This design comes from an exercise in tuning for small area and a short achievable clock period on the open sky130 flow, not from production work. Only simulation tests tie the RTL to the original design; equivalence was not proved. Power is estimated from default activity; no workload was simulated.

===== config.mk =====
export PLATFORM = sky130hd
export DESIGN_NAME = ava_core
export DESIGN_NICKNAME = ava_core
export VERILOG_FILES = /design/flow/design.v
export SDC_FILE = /design/flow/constraint.sdc
export NUM_CORES = 4
export LEC_CHECK = 0
export CAP_MARGIN = 20
export CORE_MARGIN = 2
export CORE_UTILIZATION = 65
export PLACE_DENSITY = 0.72
export SETUP_SLACK_MARGIN = 5.0
export SLEW_MARGIN = 20
export SYNTH_HIERARCHICAL = 1

===== constraint.sdc =====
create_clock -name core_clock -period 10.0 [get_ports {clk}]
set_input_delay 2.0000 -clock core_clock [delete_from_list [all_inputs] [get_ports {clk}]]
set_output_delay 2.0000 -clock core_clock [all_outputs]
set_load 0.01 [all_outputs]

===== design.v =====
module ava_core (
    input  wire        clk,
    input  wire        rst,           
    input  wire [15:0] prog_len,      
    output wire [15:0] prog_addr,     
    input  wire [7:0]  prog_data,     
    output reg  [31:0] stk_w_data,
    output reg         stk_w_valid,
    input  wire        stk_w_ready,
    input  wire [31:0] stk_r_data,
    input  wire        stk_r_valid,
    output reg         stk_r_ready,
    output reg  [7:0]  out_data,
    output reg         out_valid,
    input  wire        out_ready,
    output wire        halt,
    output wire        fault,
    output wire [2:0]  cause,
    output wire        push_lost,
    output wire        out_lost
);
    localparam [3:0] S_INIT     = 4'd0;
    localparam [3:0] S_DECODE   = 4'd1;
    localparam [3:0] S_PUSHIMM1 = 4'd2;
    localparam [3:0] S_PUSHIMM2 = 4'd3;
    localparam [3:0] S_PUSHVAR1 = 4'd4;
    localparam [3:0] S_PUSHVAR2 = 4'd5;
    localparam [3:0] S_PUSHVAR3 = 4'd6;
    localparam [3:0] S_LET1     = 4'd7;    
    localparam [3:0] S_LETW     = 4'd8;    
    localparam [3:0] S_PRINT    = 4'd9;
    localparam [3:0] S_ALU1     = 4'd10;
    localparam [3:0] S_ALU2     = 4'd11;
    localparam [3:0] S_ALU3     = 4'd12;
    localparam [3:0] S_ALU4     = 4'd13;
    localparam [3:0] S_DONE     = 4'd14;
    localparam [7:0] OPC_PUSH_IMM  = 8'h01;
    localparam [7:0] OPC_PUSH_VAR  = 8'h0a;
    localparam [7:0] OPC_LET       = 8'h20;
    localparam [7:0] OPC_PRINT     = 8'h80;
    localparam [7:0] OPC_PRINT_LF  = 8'h82;
    localparam [7:0] OPC_ADD       = 8'ha0;
    localparam [7:0] OPC_MUL       = 8'ha5;
    localparam [2:0] C_NONE      = 3'd0;
    localparam [2:0] C_END       = 3'd1;
    localparam [2:0] C_UNKNOWN   = 3'd2;
    localparam [2:0] C_TRUNC     = 3'd6;
    localparam [2:0] C_BADSLOT   = 3'd7;
    reg  [3:0]  st;
    reg  [15:0] pc;
    reg  [7:0]  fb1;       
    reg         op_mul;
    reg  [15:0] opb;
    reg  [31:8] csx, csy;  
    reg  [7:0]  lo_sum;    
    reg         lo_cy;     
    reg  [2:0]  cause_r;
    reg         push_lost_r;
    reg         out_lost_r;
    reg  [31:0] slot0, slot1, slot2, slot3;
    wire [7:0] fb = prog_data;
    assign prog_addr = pc;
    assign halt      = (cause_r != C_NONE);
    assign fault     = cause_r[2];
    assign cause     = cause_r;
    assign push_lost = push_lost_r;
    assign out_lost  = out_lost_r;
    wire s_init  = (st == S_INIT);
    wire s_dec   = (st == S_DECODE);
    wire s_pi1   = (st == S_PUSHIMM1);
    wire s_pi2   = (st == S_PUSHIMM2);
    wire s_pv1   = (st == S_PUSHVAR1);
    wire s_pv2   = (st == S_PUSHVAR2);
    wire s_pv3   = (st == S_PUSHVAR3);
    wire s_let1  = (st == S_LET1);
    wire s_letw  = (st == S_LETW);
    wire s_print = (st == S_PRINT);
    wire s_alu1  = (st == S_ALU1);
    wire s_alu2  = (st == S_ALU2);
    wire s_alu3  = (st == S_ALU3);
    wire s_alu4  = (st == S_ALU4);
    wire fb_big   = (fb[7:2] != 6'd0);
    wire let_ok   = s_letw || (s_let1 && !fb_big);
    wire [1:0] let_idx = s_letw ? fb1[1:0] : fb[1:0];
    wire slot_w_en = let_ok && stk_r_valid;
    wire        addm = !op_mul;
    wire        mulm = op_mul;
    wire [15:0] a    = stk_r_data[15:0];
    wire [16:0] b    = {opb, 1'b0};
    reg  [7:0]  one, two, neg;
    integer i;
    always @(*) begin
        for (i = 0; i < 8; i = i + 1) begin
            one[i] = mulm & (b[2*i+1] ^ b[2*i]);
            two[i] = mulm & ((b[2*i+2] & ~b[2*i+1] & ~b[2*i]) | (~b[2*i+2] & b[2*i+1] & b[2*i]));
            neg[i] = mulm & b[2*i+2] & ~(b[2*i+1] & b[2*i]);
        end
        one[0] = addm | one[0];
    end
    wire [16:0] as = {a[15], a};
    wire [16:0] a2 = {a, 1'b0};
    wire [16:0] addb = addm ? {3'b000, ~opb[15], opb[14:2]} : 17'd0;
    wire [16:0] pp0 = (({17{one[0]}} & as) | ({17{two[0]}} & a2)) ^ {17{neg[0]}};
    wire [16:0] pp1 = ((({17{one[1]}} & as) | ({17{two[1]}} & a2)) ^ {17{neg[1]}}) | addb;
    wire [16:0] pp2 = (({17{one[2]}} & as) | ({17{two[2]}} & a2)) ^ {17{neg[2]}};
    wire [16:0] pp3 = (({17{one[3]}} & as) | ({17{two[3]}} & a2)) ^ {17{neg[3]}};
    wire [16:0] pp4 = (({17{one[4]}} & as) | ({17{two[4]}} & a2)) ^ {17{neg[4]}};
    wire [16:0] pp5 = (({17{one[5]}} & as) | ({17{two[5]}} & a2)) ^ {17{neg[5]}};
    wire [16:0] pp6 = (({17{one[6]}} & as) | ({17{two[6]}} & a2)) ^ {17{neg[6]}};
    wire [16:0] pp7 = (({17{one[7]}} & as) | ({17{two[7]}} & a2)) ^ {17{neg[7]}};
    wire        ng0 = addm ? opb[0] : neg[0];
    wire        ng1 = neg[1], ng2 = neg[2], ng3 = neg[3], ng4 = neg[4],
                ng5 = neg[5], ng6 = neg[6], ng7 = neg[7];
    wire        ab1 = addm & opb[1];
    wire [31:0] cs_x, cs_y;
    wire h10_0, g10_0, h11_1, g11_1, s12_0, k12_0, h12_2, g12_2, s13_1, k13_1, h13_3, g13_3, s14_2, k14_2, s14_3, k14_3, h14_4, g14_4, s15_4, k15_4, s15_5, k15_5, s15_6, k15_6, s16_7, k16_7, s16_8, k16_8, s16_9, k16_9, s17_10, k17_10, s17_11, k17_11, h17_5, g17_5, s18_12, k18_12, s18_13, k18_13, s19_14, k19_14, h19_6, g19_6, s20_15, k20_15, h21_7, g21_7, h6_8, g6_8, h7_9, g7_9, s8_16, k8_16, h8_10, g8_10, s9_17, k9_17, h9_11, g9_11, s10_18, k10_18, s10_19, k10_19, s11_20, k11_20, s11_21, k11_21, s12_22, k12_22, s12_23, k12_23, s13_24, k13_24, s13_25, k13_25, s14_26, k14_26, s14_27, k14_27, s15_28, k15_28, s15_29, k15_29, s16_30, k16_30, s16_31, k16_31, s17_32, k17_32, s17_33, k17_33, s18_34, k18_34, s18_35, k18_35, s19_36, k19_36, s19_37, k19_37, s20_38, k20_38, s20_39, k20_39, s21_40, k21_40, s21_41, k21_41, s22_42, k22_42, s22_43, k22_43, s23_44, k23_44, h23_12, g23_12, s24_45, k24_45, h25_13, g25_13, h4_14, g4_14, h5_15, g5_15, s6_46, k6_46, s7_47, k7_47, s8_48, k8_48, s9_49, k9_49, s10_50, k10_50, s11_51, k11_51, s12_52, k12_52, s13_53, k13_53, s14_54, k14_54, s15_55, k15_55, s16_56, k16_56, s17_57, k17_57, s18_58, k18_58, s19_59, k19_59, s20_60, k20_60, s21_61, k21_61, s22_62, k22_62, s23_63, k23_63, s24_64, k24_64, s25_65, k25_65, s26_66, k26_66, h27_16, g27_16, h2_17, g2_17, h3_18, g3_18, s4_67, k4_67, s5_68, k5_68, s6_69, k6_69, s7_70, k7_70, s8_71, k8_71, s9_72, k9_72, s10_73, k10_73, s11_74, k11_74, s12_75, k12_75, s13_76, k13_76, s14_77, k14_77, s15_78, k15_78, s16_79, k16_79, s17_80, k17_80, s18_81, k18_81, s19_82, k19_82, s20_83, k20_83, s21_84, k21_84, s22_85, k22_85, s23_86, k23_86, s24_87, k24_87, s25_88, k25_88, s26_89, k26_89, s27_90, k27_90, s28_91, k28_91, h29_19, g29_19;
    assign h10_0 = pp0[10] ^ pp1[8];
    assign g10_0 = pp0[10] & pp1[8];
    assign h11_1 = pp0[11] ^ pp1[9];
    assign g11_1 = pp0[11] & pp1[9];
    assign s12_0 = pp0[12] ^ pp1[10] ^ pp2[8];
    assign k12_0 = (pp0[12] & pp1[10]) | (pp0[12] & pp2[8]) | (pp1[10] & pp2[8]);
    assign h12_2 = pp3[6] ^ pp4[4];
    assign g12_2 = pp3[6] & pp4[4];
    assign s13_1 = pp0[13] ^ pp1[11] ^ pp2[9];
    assign k13_1 = (pp0[13] & pp1[11]) | (pp0[13] & pp2[9]) | (pp1[11] & pp2[9]);
    assign h13_3 = pp3[7] ^ pp4[5];
    assign g13_3 = pp3[7] & pp4[5];
    assign s14_2 = pp0[14] ^ pp1[12] ^ pp2[10];
    assign k14_2 = (pp0[14] & pp1[12]) | (pp0[14] & pp2[10]) | (pp1[12] & pp2[10]);
    assign s14_3 = pp3[8] ^ pp4[6] ^ pp5[4];
    assign k14_3 = (pp3[8] & pp4[6]) | (pp3[8] & pp5[4]) | (pp4[6] & pp5[4]);
    assign h14_4 = pp6[2] ^ pp7[0];
    assign g14_4 = pp6[2] & pp7[0];
    assign s15_4 = pp0[15] ^ pp1[13] ^ pp2[11];
    assign k15_4 = (pp0[15] & pp1[13]) | (pp0[15] & pp2[11]) | (pp1[13] & pp2[11]);
    assign s15_5 = pp3[9] ^ pp4[7] ^ pp5[5];
    assign k15_5 = (pp3[9] & pp4[7]) | (pp3[9] & pp5[5]) | (pp4[7] & pp5[5]);
    assign s15_6 = pp6[3] ^ pp7[1] ^ addm;
    assign k15_6 = (pp6[3] & pp7[1]) | (pp6[3] & addm) | (pp7[1] & addm);
    assign s16_7 = ~pp0[16] ^ pp1[14] ^ pp2[12];
    assign k16_7 = (~pp0[16] & pp1[14]) | (~pp0[16] & pp2[12]) | (pp1[14] & pp2[12]);
    assign s16_8 = pp3[10] ^ pp4[8] ^ pp5[6];
    assign k16_8 = (pp3[10] & pp4[8]) | (pp3[10] & pp5[6]) | (pp4[8] & pp5[6]);
    assign s16_9 = pp6[4] ^ pp7[2] ^ mulm;
    assign k16_9 = (pp6[4] & pp7[2]) | (pp6[4] & mulm) | (pp7[2] & mulm);
    assign s17_10 = pp1[15] ^ pp2[13] ^ pp3[11];
    assign k17_10 = (pp1[15] & pp2[13]) | (pp1[15] & pp3[11]) | (pp2[13] & pp3[11]);
    assign s17_11 = pp4[9] ^ pp5[7] ^ pp6[5];
    assign k17_11 = (pp4[9] & pp5[7]) | (pp4[9] & pp6[5]) | (pp5[7] & pp6[5]);
    assign h17_5 = pp7[3] ^ 1'b1;
    assign g17_5 = pp7[3] & 1'b1;
    assign s18_12 = ~pp1[16] ^ pp2[14] ^ pp3[12];
    assign k18_12 = (~pp1[16] & pp2[14]) | (~pp1[16] & pp3[12]) | (pp2[14] & pp3[12]);
    assign s18_13 = pp4[10] ^ pp5[8] ^ pp6[6];
    assign k18_13 = (pp4[10] & pp5[8]) | (pp4[10] & pp6[6]) | (pp5[8] & pp6[6]);
    assign s19_14 = pp2[15] ^ pp3[13] ^ pp4[11];
    assign k19_14 = (pp2[15] & pp3[13]) | (pp2[15] & pp4[11]) | (pp3[13] & pp4[11]);
    assign h19_6 = pp5[9] ^ pp6[7];
    assign g19_6 = pp5[9] & pp6[7];
    assign s20_15 = ~pp2[16] ^ pp3[14] ^ pp4[12];
    assign k20_15 = (~pp2[16] & pp3[14]) | (~pp2[16] & pp4[12]) | (pp3[14] & pp4[12]);
    assign h21_7 = pp3[15] ^ pp4[13];
    assign g21_7 = pp3[15] & pp4[13];
    assign h6_8 = pp0[6] ^ pp1[4];
    assign g6_8 = pp0[6] & pp1[4];
    assign h7_9 = pp0[7] ^ pp1[5];
    assign g7_9 = pp0[7] & pp1[5];
    assign s8_16 = pp0[8] ^ pp1[6] ^ pp2[4];
    assign k8_16 = (pp0[8] & pp1[6]) | (pp0[8] & pp2[4]) | (pp1[6] & pp2[4]);
    assign h8_10 = pp3[2] ^ pp4[0];
    assign g8_10 = pp3[2] & pp4[0];
    assign s9_17 = pp0[9] ^ pp1[7] ^ pp2[5];
    assign k9_17 = (pp0[9] & pp1[7]) | (pp0[9] & pp2[5]) | (pp1[7] & pp2[5]);
    assign h9_11 = pp3[3] ^ pp4[1];
    assign g9_11 = pp3[3] & pp4[1];
    assign s10_18 = h10_0 ^ pp2[6] ^ pp3[4];
    assign k10_18 = (h10_0 & pp2[6]) | (h10_0 & pp3[4]) | (pp2[6] & pp3[4]);
    assign s10_19 = pp4[2] ^ pp5[0] ^ ng5;
    assign k10_19 = (pp4[2] & pp5[0]) | (pp4[2] & ng5) | (pp5[0] & ng5);
    assign s11_20 = h11_1 ^ pp2[7] ^ pp3[5];
    assign k11_20 = (h11_1 & pp2[7]) | (h11_1 & pp3[5]) | (pp2[7] & pp3[5]);
    assign s11_21 = pp4[3] ^ pp5[1] ^ g10_0;
    assign k11_21 = (pp4[3] & pp5[1]) | (pp4[3] & g10_0) | (pp5[1] & g10_0);
    assign s12_22 = s12_0 ^ h12_2 ^ pp5[2];
    assign k12_22 = (s12_0 & h12_2) | (s12_0 & pp5[2]) | (h12_2 & pp5[2]);
    assign s12_23 = pp6[0] ^ ng6 ^ g11_1;
    assign k12_23 = (pp6[0] & ng6) | (pp6[0] & g11_1) | (ng6 & g11_1);
    assign s13_24 = s13_1 ^ h13_3 ^ pp5[3];
    assign k13_24 = (s13_1 & h13_3) | (s13_1 & pp5[3]) | (h13_3 & pp5[3]);
    assign s13_25 = pp6[1] ^ k12_0 ^ g12_2;
    assign k13_25 = (pp6[1] & k12_0) | (pp6[1] & g12_2) | (k12_0 & g12_2);
    assign s14_26 = s14_2 ^ s14_3 ^ h14_4;
    assign k14_26 = (s14_2 & s14_3) | (s14_2 & h14_4) | (s14_3 & h14_4);
    assign s14_27 = ng7 ^ k13_1 ^ g13_3;
    assign k14_27 = (ng7 & k13_1) | (ng7 & g13_3) | (k13_1 & g13_3);
    assign s15_28 = s15_4 ^ s15_5 ^ s15_6;
    assign k15_28 = (s15_4 & s15_5) | (s15_4 & s15_6) | (s15_5 & s15_6);
    assign s15_29 = k14_2 ^ k14_3 ^ g14_4;
    assign k15_29 = (k14_2 & k14_3) | (k14_2 & g14_4) | (k14_3 & g14_4);
    assign s16_30 = s16_7 ^ s16_8 ^ s16_9;
    assign k16_30 = (s16_7 & s16_8) | (s16_7 & s16_9) | (s16_8 & s16_9);
    assign s16_31 = k15_4 ^ k15_5 ^ k15_6;
    assign k16_31 = (k15_4 & k15_5) | (k15_4 & k15_6) | (k15_5 & k15_6);
    assign s17_32 = s17_10 ^ s17_11 ^ h17_5;
    assign k17_32 = (s17_10 & s17_11) | (s17_10 & h17_5) | (s17_11 & h17_5);
    assign s17_33 = k16_7 ^ k16_8 ^ k16_9;
    assign k17_33 = (k16_7 & k16_8) | (k16_7 & k16_9) | (k16_8 & k16_9);
    assign s18_34 = s18_12 ^ s18_13 ^ pp7[4];
    assign k18_34 = (s18_12 & s18_13) | (s18_12 & pp7[4]) | (s18_13 & pp7[4]);
    assign s18_35 = k17_10 ^ k17_11 ^ g17_5;
    assign k18_35 = (k17_10 & k17_11) | (k17_10 & g17_5) | (k17_11 & g17_5);
    assign s19_36 = s19_14 ^ h19_6 ^ pp7[5];
    assign k19_36 = (s19_14 & h19_6) | (s19_14 & pp7[5]) | (h19_6 & pp7[5]);
    assign s19_37 = k18_12 ^ k18_13 ^ 1'b1;
    assign k19_37 = (k18_12 & k18_13) | (k18_12 & 1'b1) | (k18_13 & 1'b1);
    assign s20_38 = s20_15 ^ pp5[10] ^ pp6[8];
    assign k20_38 = (s20_15 & pp5[10]) | (s20_15 & pp6[8]) | (pp5[10] & pp6[8]);
    assign s20_39 = pp7[6] ^ k19_14 ^ g19_6;
    assign k20_39 = (pp7[6] & k19_14) | (pp7[6] & g19_6) | (k19_14 & g19_6);
    assign s21_40 = h21_7 ^ pp5[11] ^ pp6[9];
    assign k21_40 = (h21_7 & pp5[11]) | (h21_7 & pp6[9]) | (pp5[11] & pp6[9]);
    assign s21_41 = pp7[7] ^ k20_15 ^ 1'b1;
    assign k21_41 = (pp7[7] & k20_15) | (pp7[7] & 1'b1) | (k20_15 & 1'b1);
    assign s22_42 = ~pp3[16] ^ pp4[14] ^ pp5[12];
    assign k22_42 = (~pp3[16] & pp4[14]) | (~pp3[16] & pp5[12]) | (pp4[14] & pp5[12]);
    assign s22_43 = pp6[10] ^ pp7[8] ^ g21_7;
    assign k22_43 = (pp6[10] & pp7[8]) | (pp6[10] & g21_7) | (pp7[8] & g21_7);
    assign s23_44 = pp4[15] ^ pp5[13] ^ pp6[11];
    assign k23_44 = (pp4[15] & pp5[13]) | (pp4[15] & pp6[11]) | (pp5[13] & pp6[11]);
    assign h23_12 = pp7[9] ^ 1'b1;
    assign g23_12 = pp7[9] & 1'b1;
    assign s24_45 = ~pp4[16] ^ pp5[14] ^ pp6[12];
    assign k24_45 = (~pp4[16] & pp5[14]) | (~pp4[16] & pp6[12]) | (pp5[14] & pp6[12]);
    assign h25_13 = pp5[15] ^ pp6[13];
    assign g25_13 = pp5[15] & pp6[13];
    assign h4_14 = pp0[4] ^ pp1[2];
    assign g4_14 = pp0[4] & pp1[2];
    assign h5_15 = pp0[5] ^ pp1[3];
    assign g5_15 = pp0[5] & pp1[3];
    assign s6_46 = h6_8 ^ pp2[2] ^ pp3[0];
    assign k6_46 = (h6_8 & pp2[2]) | (h6_8 & pp3[0]) | (pp2[2] & pp3[0]);
    assign s7_47 = h7_9 ^ pp2[3] ^ pp3[1];
    assign k7_47 = (h7_9 & pp2[3]) | (h7_9 & pp3[1]) | (pp2[3] & pp3[1]);
    assign s8_48 = s8_16 ^ h8_10 ^ ng4;
    assign k8_48 = (s8_16 & h8_10) | (s8_16 & ng4) | (h8_10 & ng4);
    assign s9_49 = s9_17 ^ h9_11 ^ k8_16;
    assign k9_49 = (s9_17 & h9_11) | (s9_17 & k8_16) | (h9_11 & k8_16);
    assign s10_50 = s10_18 ^ s10_19 ^ k9_17;
    assign k10_50 = (s10_18 & s10_19) | (s10_18 & k9_17) | (s10_19 & k9_17);
    assign s11_51 = s11_20 ^ s11_21 ^ k10_18;
    assign k11_51 = (s11_20 & s11_21) | (s11_20 & k10_18) | (s11_21 & k10_18);
    assign s12_52 = s12_22 ^ s12_23 ^ k11_20;
    assign k12_52 = (s12_22 & s12_23) | (s12_22 & k11_20) | (s12_23 & k11_20);
    assign s13_53 = s13_24 ^ s13_25 ^ k12_22;
    assign k13_53 = (s13_24 & s13_25) | (s13_24 & k12_22) | (s13_25 & k12_22);
    assign s14_54 = s14_26 ^ s14_27 ^ k13_24;
    assign k14_54 = (s14_26 & s14_27) | (s14_26 & k13_24) | (s14_27 & k13_24);
    assign s15_55 = s15_28 ^ s15_29 ^ k14_26;
    assign k15_55 = (s15_28 & s15_29) | (s15_28 & k14_26) | (s15_29 & k14_26);
    assign s16_56 = s16_30 ^ s16_31 ^ k15_28;
    assign k16_56 = (s16_30 & s16_31) | (s16_30 & k15_28) | (s16_31 & k15_28);
    assign s17_57 = s17_32 ^ s17_33 ^ k16_30;
    assign k17_57 = (s17_32 & s17_33) | (s17_32 & k16_30) | (s17_33 & k16_30);
    assign s18_58 = s18_34 ^ s18_35 ^ k17_32;
    assign k18_58 = (s18_34 & s18_35) | (s18_34 & k17_32) | (s18_35 & k17_32);
    assign s19_59 = s19_36 ^ s19_37 ^ k18_34;
    assign k19_59 = (s19_36 & s19_37) | (s19_36 & k18_34) | (s19_37 & k18_34);
    assign s20_60 = s20_38 ^ s20_39 ^ k19_36;
    assign k20_60 = (s20_38 & s20_39) | (s20_38 & k19_36) | (s20_39 & k19_36);
    assign s21_61 = s21_40 ^ s21_41 ^ k20_38;
    assign k21_61 = (s21_40 & s21_41) | (s21_40 & k20_38) | (s21_41 & k20_38);
    assign s22_62 = s22_42 ^ s22_43 ^ k21_40;
    assign k22_62 = (s22_42 & s22_43) | (s22_42 & k21_40) | (s22_43 & k21_40);
    assign s23_63 = s23_44 ^ h23_12 ^ k22_42;
    assign k23_63 = (s23_44 & h23_12) | (s23_44 & k22_42) | (h23_12 & k22_42);
    assign s24_64 = s24_45 ^ pp7[10] ^ k23_44;
    assign k24_64 = (s24_45 & pp7[10]) | (s24_45 & k23_44) | (pp7[10] & k23_44);
    assign s25_65 = h25_13 ^ pp7[11] ^ k24_45;
    assign k25_65 = (h25_13 & pp7[11]) | (h25_13 & k24_45) | (pp7[11] & k24_45);
    assign s26_66 = ~pp5[16] ^ pp6[14] ^ pp7[12];
    assign k26_66 = (~pp5[16] & pp6[14]) | (~pp5[16] & pp7[12]) | (pp6[14] & pp7[12]);
    assign h27_16 = pp6[15] ^ pp7[13];
    assign g27_16 = pp6[15] & pp7[13];
    assign h2_17 = pp0[2] ^ pp1[0];
    assign g2_17 = pp0[2] & pp1[0];
    assign h3_18 = pp0[3] ^ pp1[1];
    assign g3_18 = pp0[3] & pp1[1];
    assign s4_67 = h4_14 ^ pp2[0] ^ ng2;
    assign k4_67 = (h4_14 & pp2[0]) | (h4_14 & ng2) | (pp2[0] & ng2);
    assign s5_68 = h5_15 ^ pp2[1] ^ g4_14;
    assign k5_68 = (h5_15 & pp2[1]) | (h5_15 & g4_14) | (pp2[1] & g4_14);
    assign s6_69 = s6_46 ^ ng3 ^ g5_15;
    assign k6_69 = (s6_46 & ng3) | (s6_46 & g5_15) | (ng3 & g5_15);
    assign s7_70 = s7_47 ^ g6_8 ^ k6_46;
    assign k7_70 = (s7_47 & g6_8) | (s7_47 & k6_46) | (g6_8 & k6_46);
    assign s8_71 = s8_48 ^ g7_9 ^ k7_47;
    assign k8_71 = (s8_48 & g7_9) | (s8_48 & k7_47) | (g7_9 & k7_47);
    assign s9_72 = s9_49 ^ g8_10 ^ k8_48;
    assign k9_72 = (s9_49 & g8_10) | (s9_49 & k8_48) | (g8_10 & k8_48);
    assign s10_73 = s10_50 ^ g9_11 ^ k9_49;
    assign k10_73 = (s10_50 & g9_11) | (s10_50 & k9_49) | (g9_11 & k9_49);
    assign s11_74 = s11_51 ^ k10_19 ^ k10_50;
    assign k11_74 = (s11_51 & k10_19) | (s11_51 & k10_50) | (k10_19 & k10_50);
    assign s12_75 = s12_52 ^ k11_21 ^ k11_51;
    assign k12_75 = (s12_52 & k11_21) | (s12_52 & k11_51) | (k11_21 & k11_51);
    assign s13_76 = s13_53 ^ k12_23 ^ k12_52;
    assign k13_76 = (s13_53 & k12_23) | (s13_53 & k12_52) | (k12_23 & k12_52);
    assign s14_77 = s14_54 ^ k13_25 ^ k13_53;
    assign k14_77 = (s14_54 & k13_25) | (s14_54 & k13_53) | (k13_25 & k13_53);
    assign s15_78 = s15_55 ^ k14_27 ^ k14_54;
    assign k15_78 = (s15_55 & k14_27) | (s15_55 & k14_54) | (k14_27 & k14_54);
    assign s16_79 = s16_56 ^ k15_29 ^ k15_55;
    assign k16_79 = (s16_56 & k15_29) | (s16_56 & k15_55) | (k15_29 & k15_55);
    assign s17_80 = s17_57 ^ k16_31 ^ k16_56;
    assign k17_80 = (s17_57 & k16_31) | (s17_57 & k16_56) | (k16_31 & k16_56);
    assign s18_81 = s18_58 ^ k17_33 ^ k17_57;
    assign k18_81 = (s18_58 & k17_33) | (s18_58 & k17_57) | (k17_33 & k17_57);
    assign s19_82 = s19_59 ^ k18_35 ^ k18_58;
    assign k19_82 = (s19_59 & k18_35) | (s19_59 & k18_58) | (k18_35 & k18_58);
    assign s20_83 = s20_60 ^ k19_37 ^ k19_59;
    assign k20_83 = (s20_60 & k19_37) | (s20_60 & k19_59) | (k19_37 & k19_59);
    assign s21_84 = s21_61 ^ k20_39 ^ k20_60;
    assign k21_84 = (s21_61 & k20_39) | (s21_61 & k20_60) | (k20_39 & k20_60);
    assign s22_85 = s22_62 ^ k21_41 ^ k21_61;
    assign k22_85 = (s22_62 & k21_41) | (s22_62 & k21_61) | (k21_41 & k21_61);
    assign s23_86 = s23_63 ^ k22_43 ^ k22_62;
    assign k23_86 = (s23_63 & k22_43) | (s23_63 & k22_62) | (k22_43 & k22_62);
    assign s24_87 = s24_64 ^ g23_12 ^ k23_63;
    assign k24_87 = (s24_64 & g23_12) | (s24_64 & k23_63) | (g23_12 & k23_63);
    assign s25_88 = s25_65 ^ k24_64 ^ 1'b1;
    assign k25_88 = (s25_65 & k24_64) | (s25_65 & 1'b1) | (k24_64 & 1'b1);
    assign s26_89 = s26_66 ^ g25_13 ^ k25_65;
    assign k26_89 = (s26_66 & g25_13) | (s26_66 & k25_65) | (g25_13 & k25_65);
    assign s27_90 = h27_16 ^ k26_66 ^ 1'b1;
    assign k27_90 = (h27_16 & k26_66) | (h27_16 & 1'b1) | (k26_66 & 1'b1);
    assign s28_91 = ~pp6[16] ^ pp7[14] ^ g27_16;
    assign k28_91 = (~pp6[16] & pp7[14]) | (~pp6[16] & g27_16) | (pp7[14] & g27_16);
    assign h29_19 = pp7[15] ^ 1'b1;
    assign g29_19 = pp7[15] & 1'b1;
    assign cs_x[0] = pp0[0];
    assign cs_y[0] = ng0;
    assign cs_x[1] = pp0[1];
    assign cs_y[1] = ab1;
    assign cs_x[2] = h2_17;
    assign cs_y[2] = ng1;
    assign cs_x[3] = h3_18;
    assign cs_y[3] = g2_17;
    assign cs_x[4] = s4_67;
    assign cs_y[4] = g3_18;
    assign cs_x[5] = s5_68;
    assign cs_y[5] = k4_67;
    assign cs_x[6] = s6_69;
    assign cs_y[6] = k5_68;
    assign cs_x[7] = s7_70;
    assign cs_y[7] = k6_69;
    assign cs_x[8] = s8_71;
    assign cs_y[8] = k7_70;
    assign cs_x[9] = s9_72;
    assign cs_y[9] = k8_71;
    assign cs_x[10] = s10_73;
    assign cs_y[10] = k9_72;
    assign cs_x[11] = s11_74;
    assign cs_y[11] = k10_73;
    assign cs_x[12] = s12_75;
    assign cs_y[12] = k11_74;
    assign cs_x[13] = s13_76;
    assign cs_y[13] = k12_75;
    assign cs_x[14] = s14_77;
    assign cs_y[14] = k13_76;
    assign cs_x[15] = s15_78;
    assign cs_y[15] = k14_77;
    assign cs_x[16] = s16_79;
    assign cs_y[16] = k15_78;
    assign cs_x[17] = s17_80;
    assign cs_y[17] = k16_79;
    assign cs_x[18] = s18_81;
    assign cs_y[18] = k17_80;
    assign cs_x[19] = s19_82;
    assign cs_y[19] = k18_81;
    assign cs_x[20] = s20_83;
    assign cs_y[20] = k19_82;
    assign cs_x[21] = s21_84;
    assign cs_y[21] = k20_83;
    assign cs_x[22] = s22_85;
    assign cs_y[22] = k21_84;
    assign cs_x[23] = s23_86;
    assign cs_y[23] = k22_85;
    assign cs_x[24] = s24_87;
    assign cs_y[24] = k23_86;
    assign cs_x[25] = s25_88;
    assign cs_y[25] = k24_87;
    assign cs_x[26] = s26_89;
    assign cs_y[26] = k25_88;
    assign cs_x[27] = s27_90;
    assign cs_y[27] = k26_89;
    assign cs_x[28] = s28_91;
    assign cs_y[28] = k27_90;
    assign cs_x[29] = h29_19;
    assign cs_y[29] = k28_91;
    assign cs_x[30] = ~pp7[16];
    assign cs_y[30] = g29_19;
    assign cs_x[31] = 1'b1;
    assign cs_y[31] = 1'b0;
    wire [31:0] cs_p = cs_x ^ cs_y;
    wire [31:0] cs_g = cs_x & cs_y;
    wire [8:0]  lo_c;
    assign lo_c[0] = 1'b0;
    assign lo_c[1] = cs_g[0];
    genvar lg;
    generate
        for (lg = 1; lg < 8; lg = lg + 1) begin : lo_ripple
            ava_gc lo_cell (.g1(cs_g[lg]), .p1(cs_p[lg]), .g0(lo_c[lg]), .g(lo_c[lg + 1]));
        end
    endgenerate
    wire [23:0] ks_p0 = csx;
    wire [23:0] ks_g0 = {csy[31:9], csy[8] | (csx[8] & lo_cy)};
    wire [23:0] ks_c;
    wire hcg1, hcg2, hcp2, hcg3, hcp3, hcg4, hcp4, hcg5, hcp5, hcg6, hcp6, hcg7, hcp7, hcg8, hcp8, hcg9, hcp9, hcg10, hcp10, hcg11, hcp11, hcg12, hcp12, hcg13, hcp13, hcg14, hcp14, hcg15, hcp15, hcg16, hcp16, hcg17, hcp17, hcg18, hcp18, hcg19, hcp19, hcg20, hcp20, hcg21, hcp21, hcg22, hcp22, hcg23, hcg24, hcp24, hcg25, hcp25, hcg26, hcp26, hcg27, hcp27, hcg28, hcp28, hcg29, hcp29, hcg30, hcp30, hcg31, hcp31, hcg32, hcg33, hcg34, hcp34, hcg35, hcp35, hcg36, hcp36, hcg37, hcp37, hcg38, hcg39, hcg40, hcg41, hcg42, hcg43, hcg44, hcg45, hcg46, hcg47, hcg48, hcg49, hcg50, hcg51, hcg52, hcg53, hcg54, hcg55, hcg56;
    ava_gc hcg1_c (.g1(ks_g0[1]), .p1(ks_p0[1]), .g0(ks_g0[0]), .g(hcg1));
    ava_pg hcg2_c (.g1(ks_g0[3]), .p1(ks_p0[3]), .g0(ks_g0[2]), .p0(ks_p0[2]), .g(hcg2), .p(hcp2));
    ava_pg hcg3_c (.g1(ks_g0[5]), .p1(ks_p0[5]), .g0(ks_g0[4]), .p0(ks_p0[4]), .g(hcg3), .p(hcp3));
    ava_pg hcg4_c (.g1(ks_g0[7]), .p1(ks_p0[7]), .g0(ks_g0[6]), .p0(ks_p0[6]), .g(hcg4), .p(hcp4));
    ava_pg hcg5_c (.g1(ks_g0[9]), .p1(ks_p0[9]), .g0(ks_g0[8]), .p0(ks_p0[8]), .g(hcg5), .p(hcp5));
    ava_pg hcg6_c (.g1(ks_g0[11]), .p1(ks_p0[11]), .g0(ks_g0[10]), .p0(ks_p0[10]), .g(hcg6), .p(hcp6));
    ava_pg hcg7_c (.g1(ks_g0[13]), .p1(ks_p0[13]), .g0(ks_g0[12]), .p0(ks_p0[12]), .g(hcg7), .p(hcp7));
    ava_pg hcg8_c (.g1(ks_g0[15]), .p1(ks_p0[15]), .g0(ks_g0[14]), .p0(ks_p0[14]), .g(hcg8), .p(hcp8));
    ava_pg hcg9_c (.g1(ks_g0[17]), .p1(ks_p0[17]), .g0(ks_g0[16]), .p0(ks_p0[16]), .g(hcg9), .p(hcp9));
    ava_pg hcg10_c (.g1(ks_g0[19]), .p1(ks_p0[19]), .g0(ks_g0[18]), .p0(ks_p0[18]), .g(hcg10), .p(hcp10));
    ava_pg hcg11_c (.g1(ks_g0[21]), .p1(ks_p0[21]), .g0(ks_g0[20]), .p0(ks_p0[20]), .g(hcg11), .p(hcp11));
    ava_pg hcg12_c (.g1(ks_g0[23]), .p1(ks_p0[23]), .g0(ks_g0[22]), .p0(ks_p0[22]), .g(hcg12), .p(hcp12));
    ava_pg hcg13_c (.g1(hcg12), .p1(hcp12), .g0(hcg11), .p0(hcp11), .g(hcg13), .p(hcp13));
    ava_pg hcg14_c (.g1(hcg11), .p1(hcp11), .g0(hcg10), .p0(hcp10), .g(hcg14), .p(hcp14));
    ava_pg hcg15_c (.g1(hcg10), .p1(hcp10), .g0(hcg9), .p0(hcp9), .g(hcg15), .p(hcp15));
    ava_pg hcg16_c (.g1(hcg9), .p1(hcp9), .g0(hcg8), .p0(hcp8), .g(hcg16), .p(hcp16));
    ava_pg hcg17_c (.g1(hcg8), .p1(hcp8), .g0(hcg7), .p0(hcp7), .g(hcg17), .p(hcp17));
    ava_pg hcg18_c (.g1(hcg7), .p1(hcp7), .g0(hcg6), .p0(hcp6), .g(hcg18), .p(hcp18));
    ava_pg hcg19_c (.g1(hcg6), .p1(hcp6), .g0(hcg5), .p0(hcp5), .g(hcg19), .p(hcp19));
    ava_pg hcg20_c (.g1(hcg5), .p1(hcp5), .g0(hcg4), .p0(hcp4), .g(hcg20), .p(hcp20));
    ava_pg hcg21_c (.g1(hcg4), .p1(hcp4), .g0(hcg3), .p0(hcp3), .g(hcg21), .p(hcp21));
    ava_pg hcg22_c (.g1(hcg3), .p1(hcp3), .g0(hcg2), .p0(hcp2), .g(hcg22), .p(hcp22));
    ava_gc hcg23_c (.g1(hcg2), .p1(hcp2), .g0(hcg1), .g(hcg23));
    ava_pg hcg24_c (.g1(hcg13), .p1(hcp13), .g0(hcg15), .p0(hcp15), .g(hcg24), .p(hcp24));
    ava_pg hcg25_c (.g1(hcg14), .p1(hcp14), .g0(hcg16), .p0(hcp16), .g(hcg25), .p(hcp25));
    ava_pg hcg26_c (.g1(hcg15), .p1(hcp15), .g0(hcg17), .p0(hcp17), .g(hcg26), .p(hcp26));
    ava_pg hcg27_c (.g1(hcg16), .p1(hcp16), .g0(hcg18), .p0(hcp18), .g(hcg27), .p(hcp27));
    ava_pg hcg28_c (.g1(hcg17), .p1(hcp17), .g0(hcg19), .p0(hcp19), .g(hcg28), .p(hcp28));
    ava_pg hcg29_c (.g1(hcg18), .p1(hcp18), .g0(hcg20), .p0(hcp20), .g(hcg29), .p(hcp29));
    ava_pg hcg30_c (.g1(hcg19), .p1(hcp19), .g0(hcg21), .p0(hcp21), .g(hcg30), .p(hcp30));
    ava_pg hcg31_c (.g1(hcg20), .p1(hcp20), .g0(hcg22), .p0(hcp22), .g(hcg31), .p(hcp31));
    ava_gc hcg32_c (.g1(hcg21), .p1(hcp21), .g0(hcg23), .g(hcg32));
    ava_gc hcg33_c (.g1(hcg22), .p1(hcp22), .g0(hcg1), .g(hcg33));
    ava_pg hcg34_c (.g1(hcg24), .p1(hcp24), .g0(hcg28), .p0(hcp28), .g(hcg34), .p(hcp34));
    ava_pg hcg35_c (.g1(hcg25), .p1(hcp25), .g0(hcg29), .p0(hcp29), .g(hcg35), .p(hcp35));
    ava_pg hcg36_c (.g1(hcg26), .p1(hcp26), .g0(hcg30), .p0(hcp30), .g(hcg36), .p(hcp36));
    ava_pg hcg37_c (.g1(hcg27), .p1(hcp27), .g0(hcg31), .p0(hcp31), .g(hcg37), .p(hcp37));
    ava_gc hcg38_c (.g1(hcg28), .p1(hcp28), .g0(hcg32), .g(hcg38));
    ava_gc hcg39_c (.g1(hcg29), .p1(hcp29), .g0(hcg33), .g(hcg39));
    ava_gc hcg40_c (.g1(hcg30), .p1(hcp30), .g0(hcg23), .g(hcg40));
    ava_gc hcg41_c (.g1(hcg31), .p1(hcp31), .g0(hcg1), .g(hcg41));
    ava_gc hcg42_c (.g1(hcg34), .p1(hcp34), .g0(hcg32), .g(hcg42));
    ava_gc hcg43_c (.g1(hcg35), .p1(hcp35), .g0(hcg33), .g(hcg43));
    ava_gc hcg44_c (.g1(hcg36), .p1(hcp36), .g0(hcg23), .g(hcg44));
    ava_gc hcg45_c (.g1(hcg37), .p1(hcp37), .g0(hcg1), .g(hcg45));
    ava_gc hcg46_c (.g1(ks_g0[2]), .p1(ks_p0[2]), .g0(hcg1), .g(hcg46));
    ava_gc hcg47_c (.g1(ks_g0[4]), .p1(ks_p0[4]), .g0(hcg23), .g(hcg47));
    ava_gc hcg48_c (.g1(ks_g0[6]), .p1(ks_p0[6]), .g0(hcg33), .g(hcg48));
    ava_gc hcg49_c (.g1(ks_g0[8]), .p1(ks_p0[8]), .g0(hcg32), .g(hcg49));
    ava_gc hcg50_c (.g1(ks_g0[10]), .p1(ks_p0[10]), .g0(hcg41), .g(hcg50));
    ava_gc hcg51_c (.g1(ks_g0[12]), .p1(ks_p0[12]), .g0(hcg40), .g(hcg51));
    ava_gc hcg52_c (.g1(ks_g0[14]), .p1(ks_p0[14]), .g0(hcg39), .g(hcg52));
    ava_gc hcg53_c (.g1(ks_g0[16]), .p1(ks_p0[16]), .g0(hcg38), .g(hcg53));
    ava_gc hcg54_c (.g1(ks_g0[18]), .p1(ks_p0[18]), .g0(hcg45), .g(hcg54));
    ava_gc hcg55_c (.g1(ks_g0[20]), .p1(ks_p0[20]), .g0(hcg44), .g(hcg55));
    ava_gc hcg56_c (.g1(ks_g0[22]), .p1(ks_p0[22]), .g0(hcg43), .g(hcg56));
    assign ks_c[0] = ks_g0[0];
    assign ks_c[1] = hcg1;
    assign ks_c[2] = hcg46;
    assign ks_c[3] = hcg23;
    assign ks_c[4] = hcg47;
    assign ks_c[5] = hcg33;
    assign ks_c[6] = hcg48;
    assign ks_c[7] = hcg32;
    assign ks_c[8] = hcg49;
    assign ks_c[9] = hcg41;
    assign ks_c[10] = hcg50;
    assign ks_c[11] = hcg40;
    assign ks_c[12] = hcg51;
    assign ks_c[13] = hcg39;
    assign ks_c[14] = hcg52;
    assign ks_c[15] = hcg38;
    assign ks_c[16] = hcg53;
    assign ks_c[17] = hcg45;
    assign ks_c[18] = hcg54;
    assign ks_c[19] = hcg44;
    assign ks_c[20] = hcg55;
    assign ks_c[21] = hcg43;
    assign ks_c[22] = hcg56;
    assign ks_c[23] = hcg42;
    wire [31:0] alu_result = {csx ^ {ks_c[22:0], lo_cy}, lo_sum};
    reg [31:0] slot_rd;
    always @(*) begin
        case (fb1[1:0])
            2'd0: slot_rd = slot0;
            2'd1: slot_rd = slot1;
            2'd2: slot_rd = slot2;
            default: slot_rd = slot3;
        endcase
    end
    wire pop_any = s_letw || s_print || s_alu1 || s_alu3;
    wire dec_lf_n, rq_n1, rq_n2, rq_n3, rq_n4, rq_dec, rq_prt, rq_let, rq_pop, rq_ready, rq_out;
    ava_nor3  rq_g1 (.a(fb[6]), .b(fb[5]), .c(fb[4]), .y(rq_n1));
    ava_nor3  rq_g2 (.a(fb[3]), .b(fb[2]), .c(fb[0]), .y(rq_n2));
    ava_nor3  rq_g3 (.a(fb[7]), .b(fb[6]), .c(fb[5]), .y(rq_n3));
    ava_nor3  rq_g4 (.a(fb[4]), .b(fb[3]), .c(fb[2]), .y(rq_n4));
    ava_and3  rq_g5 (.a(fb[7]), .b(fb[1]), .c(s_dec), .y(dec_lf_n));
    ava_nand3 rq_g6 (.a(rq_n1), .b(rq_n2), .c(dec_lf_n), .y(rq_dec));
    ava_nand2 rq_g7 (.a(s_print), .b(stk_r_valid), .y(rq_prt));
    ava_nand2 rq_g8 (.a(rq_dec), .b(rq_prt), .y(rq_out));
    ava_nand4 rq_g9 (.a(stk_r_valid), .b(s_let1), .c(rq_n3), .d(rq_n4), .y(rq_let));
    ava_nand2 rq_g10 (.a(stk_r_valid), .b(pop_any), .y(rq_pop));
    ava_nand2 rq_g11 (.a(rq_let), .b(rq_pop), .y(rq_ready));
    always @(*) begin
        stk_w_valid = s_pi2 || s_pv3 || s_alu4;
        stk_r_ready = rq_ready;
        out_valid   = rq_out;
        out_data    = s_print ? {stk_r_data[7:4] + 4'd3, stk_r_data[3:0]} : 8'h0a;
        if (s_pi2)
            stk_w_data = {16'd0, fb, fb1};
        else if (s_pv3)
            stk_w_data = slot_rd;
        else
            stk_w_data = alu_result;
    end
    wire at_end = ({pc[15:1], pc[0] | s_init} == prog_len);
    always @(posedge clk) begin
        csx <= cs_p[31:8];
        csy <= cs_g[31:8];
        lo_sum <= cs_p[7:0] ^ lo_c[7:0];
        lo_cy <= lo_c[8];
        fb1[7:2] <= fb[7:2];
        if (!(s_letw || s_pv2))
            fb1[1:0] <= fb[1:0];
        if (s_alu1)
            opb <= stk_r_data[15:0];
        if (s_dec)
            op_mul <= fb[0];
    end
    always @(posedge clk) begin
        if (rst) begin
            st          <= S_INIT;
            pc          <= 16'd0;
            cause_r     <= C_NONE;
            push_lost_r <= 1'b0;
            out_lost_r  <= 1'b0;
        end else begin
            if (stk_w_valid && !stk_w_ready)
                push_lost_r <= 1'b1;
            if (out_valid && !out_ready)
                out_lost_r <= 1'b1;
            case (st)
                S_INIT: begin
                    pc <= pc + 16'd1;
                    if (at_end) begin
                        st      <= S_DONE;
                        cause_r <= C_END;
                    end else begin
                        st <= S_DECODE;
                    end
                end
                S_DECODE: begin
                    case (fb)
                        OPC_PUSH_IMM, OPC_PUSH_VAR, OPC_LET: begin
                            if (at_end) begin
                                st      <= S_DONE;
                                cause_r <= C_TRUNC;
                            end else begin
                                pc <= pc + 16'd1;
                                if (fb == OPC_PUSH_IMM)
                                    st <= S_PUSHIMM1;
                                else if (fb == OPC_PUSH_VAR)
                                    st <= S_PUSHVAR1;
                                else
                                    st <= S_LET1;
                            end
                        end
                        OPC_PRINT:    st <= S_PRINT;
                        OPC_PRINT_LF: begin
                            if (at_end) begin
                                st      <= S_DONE;
                                cause_r <= C_END;
                            end else begin
                                pc <= pc + 16'd1;
                                st <= S_DECODE;
                            end
                        end
                        OPC_ADD, OPC_MUL: st <= S_ALU1;
                        default: begin
                            st      <= S_DONE;
                            cause_r <= C_UNKNOWN;
                        end
                    endcase
                end
                S_PUSHIMM1: begin
                    if (at_end) begin
                        st      <= S_DONE;
                        cause_r <= C_TRUNC;
                    end else begin
                        pc <= pc + 16'd1;
                        st <= S_PUSHIMM2;
                    end
                end
                S_PUSHVAR1: begin
                    if (fb_big) begin
                        st      <= S_DONE;
                        cause_r <= C_BADSLOT;
                    end else begin
                        st <= S_PUSHVAR2;
                    end
                end
                S_PUSHVAR2: st <= S_PUSHVAR3;
                S_LET1: begin
                    if (fb_big) begin
                        st      <= S_DONE;
                        cause_r <= C_BADSLOT;
                    end else if (!stk_r_valid) begin
                        st <= S_LETW;
                    end else if (at_end) begin
                        st      <= S_DONE;
                        cause_r <= C_END;
                    end else begin
                        pc <= pc + 16'd1;
                        st <= S_DECODE;
                    end
                end
                S_LETW, S_PRINT: begin
                    if (stk_r_valid) begin
                        if (at_end) begin
                            st      <= S_DONE;
                            cause_r <= C_END;
                        end else begin
                            pc <= pc + 16'd1;
                            st <= S_DECODE;
                        end
                    end
                end
                S_ALU1: if (stk_r_valid) st <= S_ALU2;
                S_ALU2: st <= S_ALU3;
                S_ALU3: if (stk_r_valid) st <= S_ALU4;
                S_PUSHIMM2, S_PUSHVAR3, S_ALU4: begin
                    if (at_end) begin
                        st      <= S_DONE;
                        cause_r <= C_END;
                    end else begin
                        pc <= pc + 16'd1;
                        st <= S_DECODE;
                    end
                end
                default: ;
            endcase
        end
    end
    always @(posedge clk) begin
        if (!rst && slot_w_en) begin
            case (let_idx)
                2'd0: slot0 <= stk_r_data;
                2'd1: slot1 <= stk_r_data;
                2'd2: slot2 <= stk_r_data;
                default: slot3 <= stk_r_data;
            endcase
        end
    end
endmodule
module ava_pg (input wire g1, p1, g0, p0, output wire g, p);
    assign g = g1 | (p1 & g0);
    assign p = p1 & p0;
endmodule
module ava_gc (input wire g1, p1, g0, output wire g);
    assign g = g1 | (p1 & g0);
endmodule
module ava_nor3 (input wire a, b, c, output wire y);
    assign y = ~(a | b | c);
endmodule
module ava_and3 (input wire a, b, c, output wire y);
    assign y = a & b & c;
endmodule
module ava_nand2 (input wire a, b, output wire y);
    assign y = ~(a & b);
endmodule
module ava_nand3 (input wire a, b, c, output wire y);
    assign y = ~(a & b & c);
endmodule
module ava_nand4 (input wire a, b, c, d, output wire y);
    assign y = ~(a & b & c & d);
endmodule

===== flow/run.sh =====
#!/bin/bash
# The standard layout, with plain buffers (not delay cells) on the ports and
# a clock tree of smaller leaf buffers.
set -euo pipefail
export BUFFER_PORTS_ARGS="-buffer_cell sky130_fd_sc_hd__buf_1"
export CTS_ARGS="-sink_clustering_enable -repair_clock_nets -root_buf sky130_fd_sc_hd__clkbuf_16 -buf_list {sky130_fd_sc_hd__clkbuf_8} -sink_clustering_size 10 -sink_clustering_max_diameter 50 -sink_clustering_buffer sky130_fd_sc_hd__clkbuf_4 -dont_use_dummy_load"
bash standard.sh finish > standard_flow.log 2>&1

===== standard.sh =====
#!/bin/bash
# synth_recipe.tcl (not shown) runs the flow's synth.tcl, then flattens the netlist and writes it again
# the make line also repeats each setting of config.mk as NAME=value (left out here)
make -C /OpenROAD-flow-scripts/flow DESIGN_CONFIG=/design/flow/config.mk WORK_HOME=/design/flow/orfs CLKGATE_MAP_FILE= SYNTH_SCRIPT=/design/flow/synth_recipe.tcl "${@:-finish}"

==> results.txt <==
The flow ran to the end and the layout has no timing, DRC or antenna violations. Reg-to-reg endpoint: csx[15]. The smallest clock period supported by the final layout is computed as 4.942 ns.

The run gives 38.32% as the sequential share of the synthesized area. The classification of the worst setup path was flip-flop to output port. The Yosys step of the flow raised 7 warnings.

The logs give 0 for the count of antenna-violating nets left after detailed routing and 41720 um for the wire length reported by the detailed router. The final route contains 11950 vias. Dividing the synthesized area by the synthesized cell count gives 10.83 um^2.

The initial DRC count was 1216. After the last flow step, the layout net total stands at 1771. The worst-case IR drop observed on VDD is 0.1883 mV. The core region is 0.02425 mm^2.

The run gives 0.08154 ns as the worst clock skew. Cells fill 71.34% of the core in the end. The floorplan step defined a die boundary enclosing 0.02591 mm^2.

The run gives 0 as the final number of hold-violating endpoints. From synthesis to final layout, the design area changed by 8.024%. Derived from the worst setup path, the maximum achievable clock frequency is 202.3 MHz. The initial antenna violation count is 1. The run gives 5.28 ns as the worst-case register-to-register setup slack.

In this run, synthesis produced a sequential element count of 233. The number of antenna diodes in the final layout is 0. In the layout the commonest cells are sky130_fd_sc_hd__edfxtp_1, sky130_fd_sc_hd__buf_1, sky130_fd_sc_hd__inv_1, sky130_fd_sc_hd__a22oi_1, sky130_fd_sc_hd__xnor2_1.

Via count of the first global-routing pass: 11800. Setup-violating endpoint count in the final report: 0. On the critical path, the stage with the largest delay is an instance of sky130_fd_sc_hd__dfxtp_1. The maximum number of pins on one net before global-route repair was 35; the worst stage delay on the critical path was 0.32 ns. Net count after synthesis: 1686. The buffer cell driving the clock tree root is sky130_fd_sc_hd__clkbuf_16. The critical path crosses 10 cells after its start point.

The global routing usage summed across all routing layers was 32.09%. The number of pins exceeding their max-slew limit in the final report came out at 0. Data on the critical path is required at its endpoint by 8.00 ns. In the synthesized netlist the async set-or-reset flop fraction comes to 0%.

The tool flagged a number of max-cap violations equal to 0. The fraction of met3 tracks used by global routing came out at 6.534%. Power spread over the standard cell area amounts to 277.8 mW/mm^2. Number of port buffers: 126.

Along the worst hold path, the cell count comes to 2. In the final routed layout, each cell accounts on average for 22.13 um. The path class of the tightest hold or removal check is flip-flop to flip-flop. In this run the static leakage power is 0.006824 uW.

At the end of routability-driven placement, the weighted congestion stood at 0.9025. The run gives 127 as the number of primary I/O pins. Leading register cell type out of synthesis: sky130_fd_sc_hd__edfxtp_1.

Fraction of the cycle the final worst path needs: 49.42%. In the final timing run, aggregate negative setup slack is 0 ns. At the worst endpoint, the arrival time is 2.94 ns. The die span in y works out to 161.0 um.

The mapped netlist covers 0.01601 mm^2. The die is 161.0 um wide. On the critical path the largest part of the delay comes from compound AO/OA/AOI/OAI gates. The tools report the total global routing overflow as 0.

The layout cell share with drive strength beyond 1 was 11.60%; the number of cells produced by synthesis was 1478. The synthesized netlist contains 75 unique library cells. Kind of end point of the critical path: an output port. The worst hold slack after final layout was 0.4763 ns; the number of enable flip-flop cells after synthesis was 147.

The first global-routing pass estimated 64870 um of wire. The kind of start point of the critical path was a flip-flop. Prior to clock tree synthesis, the placed netlist has a worst setup slack of 4.454 ns.

Critical path's most frequent cell: sky130_fd_sc_hd__a21o_1. In this run the tightest slew margin relative to its limit is 32.50%. The tools report the startpoint of the most critical hold path as push_lost_r. Of all nets on the critical path, the largest fanout is 5. TritonCTS built the clock tree. Clock-pin slew was measured on the worst setup and hold paths at 0.10 ns. The detailed-route vias per instance was 6.337; the total CTS buffers was 30. The logs give 5.058 ns for the final worst setup slack and 57 for the row count. For this run, global-route usage on met2 was measured as 50.14%.

Number of cell instances on the worst register-to-register path: 11. The clock net in this run drives a total of 233 sinks. For the pin with the worst max-slew slack, the measured transition is 1.009 ns. For the count of TritonRoute iterations in the first routing pass, the log shows 6. Setup repair after global routing could not meet its margin everywhere. The logs give 3 for the buffer levels on the longest clock path and 43.83% for the met1 usage in global routing. The post-DP HPWL was 29160 um. met2 is the most crowded layer. The run gives 0 as the post-route DRC violation count.

Walking the worst path, the cells encountered are ha_1 -> or2_4 -> a21o_4 -> a21o_4 -> a21o_1 -> a21o_1 -> a21o_1 -> xnor2_2 -> a211oi_2 -> buf_2. Clock latency on the worst-skew pair, taken at its later pin, is 0.52 ns. For this configuration, the core starts out at a cell density of 66.04%.

The library cell used most frequently in the layout, excluding fill and tap cells, is sky130_fd_sc_hd__edfxtp_1. For hold timing, the worst endpoint is push_lost_r. The worst register-to-register path begins at op_mul. H-tree depth: 1.

The combined buffer and inverter count along the critical path was 1.
## state kept, by name (all words and copies together), names as in the netlist
name         cells
out_lost_r       1
csx             23
slot0           32
pc              16
cause_r          3
fb1              8
csy             23
st               4
opb             16
slot3           32
slot1           32
op_mul           1
push_lost_r      1
lo_sum           8
lo_cy            1
slot2           32
## layer usage
metal	share of wire, %	vias up
met5	0.077	-
met4	4.3	4
met2	46	627
met1	41	5773
li1	-	5429
met3	8.7	113
## per-module statistics from Yosys, one instance, submodules excluded
| module | area [um^2] | cells inside | times used | flops+latches |
|---|---|---|---|---|
| ava_nand2 | 3.754 | 1 | 4 | 0 |
| ava_nand3 | 5.005 | 1 | 1 | 0 |
| ava_nor3 | 10.01 | 1 | 4 | 0 |
| ava_gc | 7.507 | 1 | 29 | 0 |
| ava_nand4 | 6.256 | 1 | 1 | 0 |
| ava_and3 | 6.256 | 1 | 1 | 0 |
| ava_core | 15320 | 1380 | 1 | 233 |
| ava_pg | 13.76 | 2 | 29 | 0 |
## cell type report
type                    instances  area (um^2)
repair buffers                170        913.4
repair inverters                1        5.005
flip-flops and latches        233         6137
fillers                      1804         6950
multi-input cells            1012         9124
well taps                     324        405.4
clock buffers                  30        277.8
inverters                     115        435.4
## power by group
group	total [uW]	internal, uW	leakage [uW]	switching, uW
registers	1320	1210	0.00204	101
clock network	473	179	0.000161	293
logic	3020	1240	0.00462	1770
## cells in the mapped netlist (all sizes together), types with 3 or more instances
master	instances	area share, %
a211oi	16	0.75
a21o	62	2.9
a21oi	52	1.6
a221o	5	0.31
a221oi	14	0.77
a22o	12	0.66
a22oi	117	5.5
a32o	3	0.19
and2	40	1.6
and3	4	0.16
buf	24	0.76
clkbuf	94	2.2
dfxtp	86	11
edfxtp	147	28
fa	85	11
ha	62	4.8
inv	114	2.7
mux2i	14	0.88
mux4	32	4.5
nand2	69	1.6
nand2b	4	0.16
nand3	13	0.41
nand3b	12	0.56
nand4	6	0.33
nor2	80	1.9
nor2b	7	0.27
nor3	21	1.1
nor4	9	0.60
o211ai	4	0.19
o21ai	41	1.3
o221a	3	0.21
o22ai	8	0.31
o31ai	6	0.28
or2	6	0.23
or3b	6	0.33
xnor2	94	5.2
xor2	75	4.1
## through the flow
| step | instance area (um^2) | total power [uW] | instances |
|---|---|---|---|
| after floorplan | 16160 | 3417 | 1478 |
| after global placement | 16750 | 4171 | 1845 |
| after detailed placement | 16780 | 4297 | 1847 |
| after CTS | 17130 | 4795 | 1877 |
| after global routing | 17300 | 5259 | 1885 |
| final | 17300 | 4805 | 1885 |
## worst reg2reg max path: cells and delay by family (launching register included)
family        cells  cell delay, ns
fa+ha+maj         5            2.19
buf+inv           4            1.09
simple gates      1            0.49
xor+xnor          1            0.47
flops             1            0.37
## how the worst max path moves through the flow
stage                       start             end  slack [ns]
floorplan            prog_data[2]        slot2[0]        4.88
CTS                        csx[8]  stk_w_data[25]        5.01
global route               csx[8]  stk_w_data[25]        4.98
global placement    stk_r_data[4]         csx[14]        4.50
detailed placement  stk_r_data[4]         csx[14]        4.45
finish                     csx[8]  stk_w_data[25]        5.06
## logic make-up after synthesis
group           synth area share [%]
compound gates                 15.94
simple gates                   9.806
buf+inv                        5.657
flops                          38.32
xor+xnor                       9.291
fa+ha+maj                      15.47
mux                            5.516
## timing repair
item	CTS	global route
pin swaps	1	4
hold buffers	0	0
endpoints found under the setup margin	28	28
setup buffers	0	3
cloned	0	2
endpoints found under the hold margin	0	0
resized for setup	23	15

## separate check: timing with driven ports
No port has a modelled driver above. Below, the same layout with a new extraction and two added sets of constraints. Step 1 (the two cells are an assumption about what drives the block):
set clk [get_ports {clk}]
set_driving_cell -lib_cell sky130_fd_sc_hd__clkbuf_16 $clk
set_driving_cell -lib_cell sky130_fd_sc_hd__buf_2 [delete_from_list [all_inputs] $clk]
Step 2 also shifts input and output timing later by t, the mid clock arrival at the registers, as if the neighbouring blocks saw the same clock. a / b / c = no drivers / after step 1 / after step 2; a / b = the first two.
t, ns: 0.526
slack for setup (ns): 5.058 / 5.008 / 4.652
worst setup path at the end: input to register
worst data-port slew with drivers (ns): 0.06
pins driven straight from the clock port: 1
After both steps this run still meets setup and hold. For this run, drivers alone change the setup slack by -0.050 ns; drivers and shift together by -0.406 ns.
